Source: an optimization exercise on an open RTL-to-GDS flow (aim: small area and a short achievable clock period). Production flows keep margins and buffers that such runs may drop. In this exercise RTL edits were held to simulation tests only and were not proved equivalent to the original. Power and IR drop assume default switching activity.

## rdm630_core
module rdm630_core (
    input  wire         clk,
    input  wire         rst,         
    input  wire         rx_valid,
    input  wire [7:0]   rx_data,
    output wire         rx_ready,
    input  wire         eval,
    output wire         res_valid,
    output wire [1:0]   res,
    output wire         fvalid,
    output wire [111:0] frame,
    output wire         xst,
    output wire [39:0]  card,
    output wire [7:0]   csum,
    output wire [7:0]   p6
);
Size in the first run: roughly 530 cells after synthesis.
export LEC_CHECK = 0
export CAP_MARGIN = 20
export CORE_MARGIN = 2
export CORE_UTILIZATION = 60
export CTS_BUF_LIST = sky130_fd_sc_hd__clkbuf_16
export CTS_CLUSTER_DIAMETER = 80
export CTS_CLUSTER_SIZE = 30
export PLACE_DENSITY = 0.8
export SETUP_SLACK_MARGIN = 5
export SLEW_MARGIN = 20
export SYNTH_HIERARCHICAL = 1
export SYNTH_MINIMUM_KEEP_SIZE = 0
create_clock -name core_clock -period 10.0 [get_ports {clk}]
standard.sh (not shown) runs the stock make flow with config.mk's settings and CLKGATE_MAP_FILE= SYNTH_SCRIPT=/design/flow/synth_recipe.tcl, a recipe that flattens the netlist after the stock synthesis.
==> flow/flow/run.sh <==
#!/bin/bash
set -euo pipefail
bash standard.sh \
    "SYNTH_SCRIPT=$PWD/flow/my_synth.tcl" \
    "BUFFER_PORTS_ARGS=-buffer_cell sky130_fd_sc_hd__buf_1" \
    SETUP_SLACK_MARGIN=5.35 \
    finish > flow_make.log 2>&1
==> flow/flow/my_synth.tcl <==
# The standard flow's synthesis script (synth_recipe.tcl) with one change: after ABC has
# mapped every module, three combinational modules (rdm630_mark and
# rdm630_res, on the input-to-output path, and the extractor rdm630_xtr)
# are replaced by the hand-mapped netlists in hand_cells.v, which implement
# the same functions; then the design is flattened and written as the standard flow's
# script does. The registers, all in the top module, are untouched.
proc synth {args} { yosys synth -nofsm -noshare {*}$args }
# ABC runs yosys's own default script (without ORFS's -script and -D).
proc abc {args} {
  set i [lsearch -exact $args -script]
  set args [lreplace $args $i [expr {$i + 1}]]
  set j [lsearch -exact $args -D]
  if {$j >= 0} { set args [lreplace $args $j [expr {$j + 1}]] }
  yosys abc {*}$args
}
source $::env(SCRIPTS_DIR)/synth.tcl
delete rdm630_mark rdm630_res rdm630_xtr
read_verilog [file join [file dirname [info script]] hand_cells.v]
hierarchy -top $::env(DESIGN_NAME)
tee -o $::env(REPORTS_DIR)/synth_stat_hand.txt stat {*}$lib_args
# left out here: clear keep_hierarchy, flatten, clean up, hide names made inside functions, write 1_2_yosys.v
Other scripts of this flow, unchanged in this note and not shown: flow/flow/hand_cells.v
Next try:
--- a/flow/flow/my_synth.tcl
+++ b/flow/flow/my_synth.tcl
@@ -7,10 +7,2 @@
 proc synth {args} { yosys synth -nofsm -noshare {*}$args }
-# ABC runs yosys's own default script (without ORFS's -script and -D).
-proc abc {args} {
-  set i [lsearch -exact $args -script]
-  set args [lreplace $args $i [expr {$i + 1}]]
-  set j [lsearch -exact $args -D]
-  if {$j >= 0} { set args [lreplace $args $j [expr {$j + 1}]] }
-  yosys abc {*}$args
-}
 source $::env(SCRIPTS_DIR)/synth.tcl
The changed run passed the timing, design-rule and antenna checks.
Register-to-register slack gains 150 ps.
Utilization climbs by 0.45 points.
Maximum frequency climbs by 1.6%.
Critical path depth drops by 1.


## build 92
The RTL this note starts from:
==> flow/design.v <==
module rdm630_core (
    input  wire         clk,
    input  wire         rst,         
    input  wire         rx_valid,
    input  wire [7:0]   rx_data,
    output wire         rx_ready,
    input  wire         eval,
    output wire         res_valid,
    output wire [1:0]   res,
    output wire         fvalid,
    output wire [111:0] frame,
    output wire         xst,
    output wire [39:0]  card,
    output wire [7:0]   csum,
    output wire [7:0]   p6
);
    localparam [7:0] START_B = 8'h02;
    localparam [7:0] END_B   = 8'h03;
    reg [4:0]   cursor;      
    reg         in_frame;
    reg         ok;          
    reg [7:0]   buf_q [0:13];
    reg [111:0] frame_q;     
    reg         fvalid_q;
    wire full = cursor[4];                   
    assign rx_ready = !full && !rst;
    wire fire     = rx_valid && rx_ready;
    wire is_start = (rx_data == START_B);
    wire is_end   = (rx_data == END_B);
    wire is_hex   = ((rx_data >= 8'h30) && (rx_data <= 8'h39)) ||
                    ((rx_data >= 8'h41) && (rx_data <= 8'h46));
    wire st    = fire && is_start;               
    wire app   = fire && in_frame && !is_start;  
    wire c13 = (cursor == 5'd13);
    wire c14 = (cursor == 5'd14);
    wire c15 = (cursor >= 5'd15);
    wire [4:0] cursor_rx   = st ? 5'd1 : app ? cursor + 5'd1 : cursor;
    wire       in_frame_rx = st ? 1'b1 : (app && is_end) ? 1'b0 : in_frame;
    wire       ok_rx       = st ? 1'b1 :
                             app ? (ok && (c13 ? is_end : is_hex)) : ok;
    wire [13:0] we;
    genvar g;
    generate
        for (g = 0; g < 14; g = g + 1) begin : g_we
            if (g == 0)
                assign we[g] = st || (app && cursor == 5'd0);
            else
                assign we[g] = app && (cursor == g);
        end
    endgenerate
    wire do_eval = eval && !rst;
    wire r_fire = rx_valid && !full;
    wire r_st   = r_fire && is_start;
    wire r_app  = r_fire && in_frame && !is_start;
    wire len_full = !r_st && (r_app ? c13 : c14);
    wire len_over = !r_st && (r_app ? (c14 || c15) : c15);
    wire r_ok     = (r_app && c13) ? (ok && is_end) : ok;
    assign res_valid = do_eval;
    assign res = {len_over || (len_full && !r_ok),
                  len_over || (len_full &&  r_ok)};
    wire cap  = do_eval && (cursor_rx == 5'd14);
    wire over = do_eval && (cursor_rx >  5'd14);
    always @(posedge clk) begin
        if (rst) begin
            cursor   <= 5'd0;
            in_frame <= 1'b0;
            fvalid_q <= 1'b0;
            ok       <= 1'b0;
        end else begin
            in_frame <= in_frame_rx;
            if (cap || over) begin
                cursor   <= 5'd0;
                ok       <= 1'b0;
                fvalid_q <= cap && ok_rx;
            end else begin
                cursor   <= cursor_rx;
                ok       <= ok_rx;
            end
        end
    end
    integer i;
    always @(posedge clk) begin
        for (i = 0; i < 14; i = i + 1)
            if (we[i])
                buf_q[i] <= rx_data;
    end
    wire [7:0] byte13 = we[13] ? rx_data : buf_q[13];
    always @(posedge clk) begin
        if (cap) begin
            for (i = 0; i < 13; i = i + 1)
                frame_q[111-8*i -: 8] <= buf_q[i];
            frame_q[7:0] <= byte13;
        end
    end
    assign fvalid = fvalid_q;
    assign xst    = !fvalid_q;
    assign frame  = frame_q;
    function [3:0] hexval;
        input [7:0] c;
        begin
            hexval = {c[3] | c[6],
                      c[2] | (c[6] & c[1] & c[0]),
                      c[1] ^ (c[6] & c[0]),
                      c[0] ^ c[6]};
        end
    endfunction
    wire [7:0] pair [0:5];
    generate
        for (g = 0; g < 6; g = g + 1) begin : g_pair
            assign pair[g] = {hexval(frame_q[111-8*(1+2*g) -: 8]),
                              hexval(frame_q[111-8*(2+2*g) -: 8])};
        end
        for (g = 0; g < 5; g = g + 1) begin : g_card
            assign card[39-8*g -: 8] = pair[g];
        end
    endgenerate
    assign csum = pair[0] ^ pair[1] ^ pair[2] ^ pair[3] ^ pair[4];
    assign p6   = pair[5];
endmodule
Settings: LEC_CHECK=0, CAP_MARGIN=20, CORE_MARGIN=2, CORE_UTILIZATION=40, SLEW_MARGIN=20; clock period 10.0 ns.
run.sh (not shown) runs the stock make flow with config.mk's settings and CLKGATE_MAP_FILE= SYNTH_SCRIPT=/design/flow/synth_recipe.tcl, a recipe that flattens the netlist after the stock synthesis.
Stock flow here: none of the scripts above is used.
> inputs changed (build 92 -> build 72)
==> flow/flow/run.sh (new file) <==
#!/bin/bash
set -euo pipefail
bash standard.sh \
    "BUFFER_PORTS_ARGS=-buffer_cell sky130_fd_sc_hd__buf_1" \
    SETUP_SLACK_MARGIN=5 \
    finish > flow_make.log 2>&1
==> flow/standard.sh (new file) <==
#!/bin/bash
# synth_recipe.tcl (not shown) runs the flow's synth.tcl, then flattens the netlist and writes it again
# the make line also repeats each setting of config.mk as NAME=value (left out here)
make -C /OpenROAD-flow-scripts/flow DESIGN_CONFIG=/design/flow/config.mk WORK_HOME=/design/flow/orfs CLKGATE_MAP_FILE= SYNTH_SCRIPT=/design/flow/synth_recipe.tcl "${@:-finish}"
removed: flow/run.sh
==> comparison <==
| cell count along the critical path | build 72 vs build 92 | 1 higher |. Going from build 92 to build 72, wire length of the first global-routing pass moved up, final instance area moved down, worst path setup slack after routing moved up.
--- input diff build 72..build 15 ---
Settings: CORE_UTILIZATION now 60, was 40; CTS_BUF_LIST now sky130_fd_sc_hd__clkbuf_4 sky130_fd_sc_hd__clkbuf_8, previously not set.
==> flow/run.sh (new file) <==
#!/bin/bash
# synth_recipe.tcl (not shown) runs the flow's synth.tcl, then flattens the netlist and writes it again
# the make line also repeats each setting of config.mk as NAME=value (left out here)
make -C /OpenROAD-flow-scripts/flow DESIGN_CONFIG=/design/flow/config.mk WORK_HOME=/design/flow/orfs CLKGATE_MAP_FILE= SYNTH_SCRIPT=/design/flow/synth_recipe.tcl finish
removed: flow/flow/run.sh
removed: flow/standard.sh
Notes after the runs:
- Delta (build 15 minus build 72): portion of total power attributed to the clock network fell 1.4 points; pre-CTS setup slack fell 0.66 ns; instance count along the most critical hold path about even; time the worst path needs with I/O delays and setup rose 1.25 ns; setup slack of the critical path after layout fell 1.25 ns.
- Build 15 vs build 72, synthesis-to-finish area growth went up by 9.8 points.
- Looking at portion of the layout cell area used by clock cells across build 15 and build 72, the one that comes out higher is build 72.
- Build 15 against build 72: final area has increased, worst-margin pin slew has decreased.
- Build 15 vs build 72, launch point of the critical path: rx_data[1] vs rx_data[6]

[re-timing with driven ports]
In the flow no input, the clock included, has a driving cell. The finished layouts below were timed again as built, in two steps.
Step 1, drivers: a clkbuf_16 drives clk and a buf_2 each remaining input, both assumed.
Step 2 times the ports against the registers' clock, not the clock port: input delays grow and output delays shrink by t, the midpoint of the rising clock arrivals with the driver on.
Slacks: ideal / step 1 / step 2; pairs: ideal / step 1.
| run | t, ns | slack for setup (ns) | worst setup path at the end | latest minus earliest clock arrival (ns) | pins driven straight from the clock port |
|---|---|---|---|---|---|
| the first run of note 1 | 0.490 | 5.188 / 5.147 / 5.036 | input to register | 0.012 / 0.013 | 1 |
| the second run of note 1 | 0.495 | 5.265 / 5.228 / 5.075 | input to register | 0.016 / 0.016 | 1 |
| build 92 | 0.530 | 3.208 / 3.183 / 3.183 | input to output | 0.021 / 0.020 | 1 |
| build 72 | 0.534 | 4.448 / 4.419 / 4.419 | input to output | 0.019 / 0.019 | 1 |
| build 15 | 0.517 | 3.199 / 3.175 / 3.175 | input to output | 0.027 / 0.028 | 1 |
After both steps every run listed still meets setup and hold. The setup slack of the second run of note 1, which loses most, moves by -0.037 ns with the drivers and by -0.190 ns with both steps.
